This design comes from an exercise in tuning for small area, a short achievable clock period and few clock cycles per item on the open sky130 flow, not from production work. At most, simulation tests tie the RTL to the original design; equivalence was not proved.

==> indigo <==
==> flow/design.v (excerpt) <==
module ldsdk_pll #(
    parameter integer P_TICKS   = 240000,
    parameter integer REF_POINT = 1000,
    parameter integer TC        = 10,
    parameter integer K_CLIP    = 2,
    parameter integer G_LEAD    = 3,
    parameter integer G_CLIP    = 1,
    parameter integer G_INT     = 24,
    parameter integer SCALE     = 5,
    parameter integer TRIM_BITS = 10
) (
    input  wire                 clk,
    input  wire                 rst,
    input  wire                 in_valid,
    output wire                 in_ready,
    input  wire [15:0]          in_fn,
    input  wire [31:0]          in_t,
    input  wire                 in_wait_sync,
    input  wire                 in_sf_valid,
    input  wire [15:0]          in_sf_frame,
    output reg                  done,
    output reg                  start,
    output reg  [TRIM_BITS-1:0] trim_out,
    output reg                  sat,
    output wire [31:0]          phase,
    output wire [31:0]          err,
    output reg  [15:0]          last_fn,
    output wire [31:0]          last_fts,
    output reg                  fault
);
export LEC_CHECK = 0
export ABC_AREA = 1
export CAP_MARGIN = 20
export CORE_MARGIN = 2
export CORE_UTILIZATION = 70
export CTS_BUF_LIST = sky130_fd_sc_hd__clkbuf_8
export CTS_CLUSTER_DIAMETER = 60
export CTS_CLUSTER_SIZE = 14
export PLACE_DENSITY = 0.85
export SLEW_MARGIN = 20
create_clock -name core_clock -period 70.0 [get_ports {clk}]
standard.sh (not shown) runs the stock make flow with config.mk's settings and CLKGATE_MAP_FILE= SYNTH_SCRIPT=/design/flow/synth_recipe.tcl, a recipe that flattens the netlist after the stock synthesis.
==> flow/flow/run.sh <==
#!/bin/bash
# The standard layout (standard.sh) with three changes:
#  - synthesis maps the combinational logic with flow/abc_nf.script, an
#    area-oriented ABC script (&nf with relaxed delay), in place of ORFS's
#    abc_area.script; everything else in synthesis is synth_recipe.tcl as is
#    (synth -nofsm -noshare, flatten, renames; registers untouched by ABC)
#  - the port buffers are sky130_fd_sc_hd__buf_1
#  - after placement, flow/upsize.tcl gives the flip-flops that drive
#    several output ports a stronger drive (dfxtp_4)
# Each ORFS step's full log stays in orfs/logs/; make's output goes to
# standard_place.log and standard_finish.log, the resizing step's to upsize.log.
set -e
here=$(pwd)
{
  echo "proc abc {args} {"
  echo "  set i [lsearch -exact \$args -script]"
  echo "  if {\$i >= 0} { lset args [expr {\$i + 1}] $here/flow/abc_nf.script }"
  echo "  yosys abc {*}\$args"
  echo "}"
  cat synth_recipe.tcl
} > synth_abc_nf.tcl
args=("SYNTH_SCRIPT=$here/synth_abc_nf.tcl" "BUFFER_PORTS_ARGS=-buffer_cell sky130_fd_sc_hd__buf_1")
bash standard.sh "${args[@]}" place > standard_place.log 2>&1
UPSIZE_RESULTS=$here/orfs/results/sky130hd/ldsdk_pll/base openroad -no_init -exit flow/upsize.tcl > upsize.log 2>&1
bash standard.sh "${args[@]}" finish > standard_finish.log 2>&1
==> flow/flow/abc_nf.script <==
strash
&get -n
&fraig -x
&put
dc2
strash
&get -n
&dch -f
&nf -R 1000 -p
&put
buffer -c
topo
stime -c
upsize -c
dnsize -c
==> flow/flow/upsize.tcl <==
# Between placement and CTS: a flip-flop whose output drives several output
# ports (the sign bits of phase and err are repeated over their upper bits)
# gets a stronger drive, sky130_fd_sc_hd__dfxtp_4 in place of dfxtp_1.
set R $::env(UPSIZE_RESULTS)
read_db $R/3_place.odb
read_liberty $::env(FLOW_HOME)/platforms/sky130hd/lib/sky130_fd_sc_hd__tt_025C_1v80.lib
set block [ord::get_db_block]
set n 0
foreach inst [$block getInsts] {
  if {[[$inst getMaster] getName] ne "sky130_fd_sc_hd__dfxtp_1"} { continue }
  set net [[$inst findITerm Q] getNet]
  if {$net eq "NULL"} { continue }
  set nout 0
  foreach it [$net getITerms] {
    if {[string match "output*" [[$it getInst] getName]]} { incr nout }
  }
  if {$nout > 2} {
    replace_cell [$inst getName] sky130_fd_sc_hd__dfxtp_4
    puts "upsized [$inst getName]: drives $nout output buffers"
    incr n
  }
}
puts "upsized $n flip-flops"
detailed_placement
check_placement
write_db $R/3_place.odb
==> inputs of fjord, as changes to indigo <==
--- a/flow/design.v
+++ b/flow/design.v
@@ -274,69 +274,55 @@
     reg [17:0] ph2;      
     reg [24:0] th2;
     reg [15:0] fn2;
     reg        g2;
     always @(posedge clk) begin
         v2  <= !rst && v1;
-        ph2 <= v1 ? {ph_hi, tlp} : 18'd0;
+        ph2 <= {ph_hi, tlp};
         th2 <= th;
         fn2 <= fn1;
         g2  <= g1;
     end
     reg [21:0] lpr;      
     reg [17:0] qr;       
     reg        ir;       
+    reg        nzr;      
     reg [25:0] u_q;      
     reg [2:0]  v_q;
     reg [4:0]  r_q;
     reg        flt;      
-    reg        sz;
-    wire [21:0] lpr_z = sz ? 22'd0 : lpr;
-    wire [17:0] qr_z  = sz ? 18'd0 : qr;
-    wire        ir_z  = !sz && ir;
-    wire [25:0] u_z   = sz ? 26'd0 : u_q;
-    wire [2:0]  v_z   = sz ? 3'd0 : v_q;
-    wire [4:0]  r_z   = sz ? 5'd0 : r_q;
-    wire        flt_z = !sz && flt;
     wire [21:0] ph2x = {{4{ph2[17]}}, ph2};
-    wire [21:0] qnx  = ~{{4{qr_z[17]}}, qr_z};
-    wire [21:0] l_s  = lpr_z ^ qnx ^ ph2x;
-    wire [21:0] l_c  = (lpr_z & qnx) | (lpr_z & ph2x) | (qnx & ph2x);
-    wire [21:0] lp   = add_pf({10'd0, l_s}, {10'd0, l_c[20:0], !ir_z}, 1'b0);
+    wire [21:0] qnx  = ~{{4{qr[17]}}, qr};
+    wire [21:0] l_s  = lpr ^ qnx ^ ph2x;
+    wire [21:0] l_c  = (lpr & qnx) | (lpr & ph2x) | (qnx & ph2x);
+    wire [21:0] lp   = add_pf({10'd0, l_s}, {10'd0, l_c[20:0], !ir}, 1'b0);
     wire [19:0] q10b;
     wire [4:0]  r10;
     ldsdk_divc #(.N(20), .D(5)) u_d10 (.neg(lp[21]), .x(lp[20:1]), .q(q10b), .r(r10));
     wire nz10 = !r10[0] || lp[0];
-    wire [16:0] a3q;
-    wire [2:0]  a3r;
-    ldsdk_divc #(.N(17), .D(3)) u_a3 (.neg(lp[21]), .x(q10b[16:0]), .q(a3q), .r(a3r));
-    wire [16:0] a5q;
-    wire [4:0]  a5r;
-    ldsdk_divc #(.N(17), .D(5)) u_a5 (.neg(lp[21]), .x(a3q), .q(a5q), .r(a5r));
-    wire n2 = lp[21] && (!a3r[0] || nz10);
     wire [13:0] y3q;
     wire [2:0]  y3r;
     ldsdk_divc #(.N(14), .D(3)) u_y3 (.neg(ph2[17]), .x(ph2[16:3]), .q(y3q), .r(y3r));
     wire [13:0] y5q;
     wire [4:0]  y5r;
     ldsdk_divc #(.N(14), .D(5)) u_y5 (.neg(ph2[17]), .x(y3q), .q(y5q), .r(y5r));
     wire [2:0] pb = {y5r[4], y5r[3] | y5r[2], y5r[3] | y5r[1]};
     wire [1:0] r3 = {y3r[2], y3r[1]};
     wire [4:0] pc = {r3, ph2[2:0]};
-    wire [5:0] rr = add_rc({27'd0, r_z}, {27'd0, pc}, 1'b0);
+    wire [5:0] rr = add_rc({27'd0, r_q}, {27'd0, pc}, 1'b0);
     wire       cr = rr[5] || (rr[4] && rr[3]);                  
     wire [4:0] rn = cr ? add_rc({27'd0, rr[4:0]}, 32'd8, 1'b0) : rr[4:0];    
-    wire [3:0] vv = add_rc({29'd0, v_z}, {29'd0, pb}, cr);
+    wire [3:0] vv = add_rc({29'd0, v_q}, {29'd0, pb}, cr);
     wire       cv = vv[3] || (vv[2] && (vv[1] || vv[0]));       
     wire [2:0] vn = cv ? add_rc({29'd0, vv[2:0]}, 32'd3, 1'b0) : vv[2:0];    
-    wire [11:0] u_hi  = u_z[25:14];
+    wire [11:0] u_hi  = u_q[25:14];
     wire [11:0] u_hp1 = add_rc({20'd0, u_hi}, 32'd1, 1'b0);
     wire [11:0] u_hp2 = add_rc({20'd0, u_hi}, 32'd2, 1'b0);
     wire [11:0] u_hm1 = add_rc({20'd0, u_hi}, 32'hFFFFFFFF, 1'b0);
     wire [11:0] u_hm2 = add_rc({20'd0, u_hi}, 32'hFFFFFFFE, 1'b0);
-    wire [14:0] un_lo = add_pf({18'd0, u_z[13:0]}, {18'd0, y5q[13:0]}, cv);
+    wire [14:0] un_lo = add_pf({18'd0, u_q[13:0]}, {18'd0, y5q[13:0]}, cv);
     wire        un_up = un_lo[14] && !ph2[17];       
     wire        un_dn = !un_lo[14] && ph2[17];       
     wire [11:0] un_hi = un_up ? u_hp1 : un_dn ? u_hm1 : u_hi;
     wire [25:0] un = {un_hi, un_lo[13:0]};
     wire [11:0] hmax = 12'd1092;
     wire [11:0] hmin = 12'hBBB;         
@@ -356,50 +342,60 @@
     wire h_eqx = un_up ? eqx_p : un_dn ? eqx_m : eqx_0;
     wire h_eqn = un_up ? eqn_p : un_dn ? eqn_m : eqn_0;
     wire it_ovf = h_gt || (h_eqx && lo_gt) || h_lt || (h_eqn && lo_lt);
     wire        bw2 = ph2[6] || ph2[5] || (ph2[4] && ph2[3]);
     wire [24:0] fts_n = add_rc({7'd0, th2}, {7'd0, ~{{14{ph2[17]}}, ph2[17:7]}}, !bw2);
     always @(posedge clk) begin
-        if (rst)
-            sz <= 1'b1;
-        else if (v2)
-            sz <= 1'b0;
-    end
-    always @(posedge clk) begin
-        u_q <= un;
-        v_q <= vn;
-        r_q <= rn;
-        if (v2) begin
+        if (rst) begin
+            lpr <= 22'd0;
+            qr  <= 18'd0;
+            ir  <= 1'b0;
+            nzr <= 1'b0;
+            u_q <= 26'd0;
+            v_q <= 3'd0;
+            r_q <= 5'd0;
+            flt <= 1'b0;
+        end else if (v2 && !flt) begin
             lpr <= lp;
             qr  <= {lp[21], q10b[16:0]};
             ir  <= lp[21] && nz10;
-            flt <= flt_z || it_ovf;
+            nzr <= nz10;
+            if (it_ovf) begin
+                flt <= 1'b1;
+            end else begin
+                u_q <= un;
+                v_q <= vn;
+                r_q <= rn;
+            end
         end
     end
     reg        v3;
     reg        pw3;      
     reg        ok3;      
     reg [17:0] ph3;
     reg [24:0] fts3;
     reg [15:0] fn3;
     reg        g3;
-    reg [13:0] al3;      
-    reg [2:0]  r53;      
-    reg        n23;      
     always @(posedge clk) begin
         v3   <= !rst && v2;
-        pw3  <= !flt_z;
-        ok3  <= !flt_z && !it_ovf;
+        pw3  <= !flt;
+        ok3  <= !flt && !it_ovf;
         ph3  <= ph2;
         fts3 <= fts_n;
         fn3  <= fn2;
         g3   <= g2;
-        al3  <= a5q[13:0];
-        r53  <= {a5r[4], a5r[3] | a5r[2], a5r[3] | a5r[1]};
-        n23  <= n2;
     end
+    wire [16:0] a3q;
+    wire [2:0]  a3r;
+    ldsdk_divc #(.N(17), .D(3)) u_a3 (.neg(qr[17]), .x(qr[16:0]), .q(a3q), .r(a3r));
+    wire [16:0] a5q;
+    wire [4:0]  a5r;
+    ldsdk_divc #(.N(17), .D(5)) u_a5 (.neg(qr[17]), .x(a3q), .q(a5q), .r(a5r));
+    wire [13:0] al3 = a5q[13:0];
+    wire [2:0]  r53 = {a5r[4], a5r[3] | a5r[2], a5r[3] | a5r[1]};
+    wire n23 = qr[17] && (!a3r[0] || nzr);
     wire n1 = u_q[25] && (r_q != 5'd0);
     wire [2:0] cl2  = ph3[17] ? 3'd0 : (ph3 != 18'd0) ? 3'd4 : 3'd2;
     wire [3:0] sg_a = add_rc({29'd0, r53}, {29'd0, v_q}, n1);
     wire [3:0] sg2  = add_rc({28'd0, sg_a}, {29'd0, cl2}, n23);
     wire [14:0] p_lo = add_rc({18'd0, u_q[13:0]}, {18'd0, al3}, 1'b0);
     wire        p_up = p_lo[14] && !al3[13];
==> flow/flow/run.sh (replaced) <==
#!/bin/bash
bash standard.sh "BUFFER_PORTS_ARGS=-buffer_cell sky130_fd_sc_hd__buf_1" finish > standard_flow.log 2>&1
CORE_UTILIZATION = 40   (was 70)
CTS_BUF_LIST = not set   (was sky130_fd_sc_hd__clkbuf_8)
CTS_CLUSTER_DIAMETER = not set   (was 60)
CTS_CLUSTER_SIZE = not set   (was 14)
PLACE_DENSITY = not set   (was 0.85)
removed: flow/flow/abc_nf.script
removed: flow/flow/upsize.tcl
==> inputs of cedar, as changes to indigo <==
==> flow/flow/run.sh (replaced) <==
#!/bin/bash
# The standard layout (standard.sh) with three changes:
#  - synthesis maps the combinational logic with flow/abc_nf.script, an
#    area-oriented ABC script (&nf, delay relaxed by 20%), in place of ORFS's
#    abc_area.script; everything else in synthesis is synth_recipe.tcl as is
#    (synth -nofsm -noshare, flatten, renames; registers untouched by ABC);
#    ADDER_MAP_FILE is left empty, so the adders are not extracted into
#    fa/ha cells first but mapped by ABC with the rest of the logic
#  - the port buffers are sky130_fd_sc_hd__buf_1
#  - after placement, flow/upsize.tcl gives the flip-flops that drive
#    several output ports a stronger drive (dfxtp_4)
# Each ORFS step's full log stays in orfs/logs/; make's output goes to
# standard_place.log and standard_finish.log, the resizing step's to upsize.log.
set -e
here=$(pwd)
{
  echo "proc abc {args} {"
  echo "  set i [lsearch -exact \$args -script]"
  echo "  if {\$i >= 0} { lset args [expr {\$i + 1}] $here/flow/abc_nf.script }"
  echo "  yosys abc {*}\$args"
  echo "}"
  cat synth_recipe.tcl
} > synth_abc_nf.tcl
args=("SYNTH_SCRIPT=$here/synth_abc_nf.tcl" "ADDER_MAP_FILE=" "BUFFER_PORTS_ARGS=-buffer_cell sky130_fd_sc_hd__buf_1")
bash standard.sh "${args[@]}" place > standard_place.log 2>&1
UPSIZE_RESULTS=$here/orfs/results/sky130hd/ldsdk_pll/base openroad -no_init -exit flow/upsize.tcl > upsize.log 2>&1
bash standard.sh "${args[@]}" finish > standard_finish.log 2>&1
==> flow/flow/abc_nf.script (replaced) <==
strash
&get -n
&fraig -x
&put
dc2
strash
&get -n
&dch -f
&nf -R 20 -p
&put
buffer -c
topo
stime -c
upsize -c
dnsize -c
CTS_BUF_LIST = not set   (was sky130_fd_sc_hd__clkbuf_8)
CTS_CLUSTER_DIAMETER = 80   (was 60)
CTS_CLUSTER_SIZE = 18   (was 14)
==> notes.md <==
- Against fjord, the maximum frequency of indigo is higher by about 3.4%.
- In cedar the count of clock-buffer cells in the layout is lower than in indigo, by 4.
- First-iteration DRC count, lowest first: fjord, indigo, cedar.
- Via count, lowest first: indigo, cedar, fjord.
- The highest core utilization belongs to cedar, the lowest to fjord.
- Between indigo and fjord, the lower flip-flop and latch count is in fjord (gap 18).
==> figures <==
|  | cedar | fjord | indigo |
|---|---|---|---|
| Outcome | timing/DRC/antenna clean | timing/DRC/antenna clean | timing/DRC/antenna clean |
| Data required, critical path | 70.50 ns | 70.40 ns | 56.00 ns |
| Launch point of the worst hold path | fn2[6]$_DFF_P_ | fn2[11]$_DFF_P_ | g2$_DFF_P_ |
| End point of the most critical hold path | fn3[6]$_DFF_P_ | fn3[11]$_DFF_P_ | g3$_DFF_P_ |
| First DRT Iteration DRCs | 1,317 | 1,170 | 1,215 |
| Post-place instance area | 22,300 um^2 | 25,000 um^2 | 23,100 um^2 |
| Fraction of area in multi-input gates | 56.1% | 54.3% | 53.9% |
| Area of the die | 32,200 um^2 | 61,300 um^2 | 33,400 um^2 |
| GRT Util Overall | 32.9% | 19.9% | 32.5% |
| Effective utilization at floorplan | 70.8% | 40.4% | 71.0% |
| Final clock-cell share | 3.07% | 5.03% | 2.67% |
| Post-Layout Inst Area | 23,100 um^2 | 26,300 um^2 | 23,800 um^2 |
| Seq/Total Area, Yosys | 36.1% | 29.5% | 34.8% |
| Maximum number of pins on one net before global-route repair | 54 | 110 | 53 |
| Startpoint kind of the worst setup timing path | primary input | register | register |
| Slew at the pin closest to its max-slew limit | 0.947 ns | 1.05 ns | 0.902 ns |
Testbench counts of indigo, summed over its fixed seeds: cycles 3,224, items 3,200.
Testbench counts of cedar, summed over its fixed seeds: cycles 3,224, items 3,200.
The RTL of fjord was laid out without a check of its function.

-- port drivers added, routing unchanged --
Ports are ideal in the flow. The routed layouts listed here were re-timed in OpenROAD.
Step 1 assumes that a clkbuf_16 drives the clock port and a buf_2 every other input.
Step 2 times the ports against the registers' clock, not the clock port: input delays grow and output delays shrink by t, the midpoint of the rising clock arrivals with the driver on.
a / b / c = no drivers / after step 1 / after step 2; a / b = the first two.
run | t, ns | slack for setup (ns) | hold WS [ns] | pins driven straight from the clock port
indigo | 0.619 | 54.778 / 54.732 / 54.272 | 0.330 / 0.330 / 0.330 | 1
fjord | 0.617 | 54.265 / 54.265 / 54.064 | 0.324 / 0.324 / 0.324 | 1
cedar | 0.611 | 54.537 / 54.568 / 53.957 | 0.327 / 0.327 / 0.327 | 1
After both steps setup and hold are still met in every run listed. The setup slack of cedar, which loses most, moves by +0.031 ns with the drivers and by -0.580 ns with both steps.
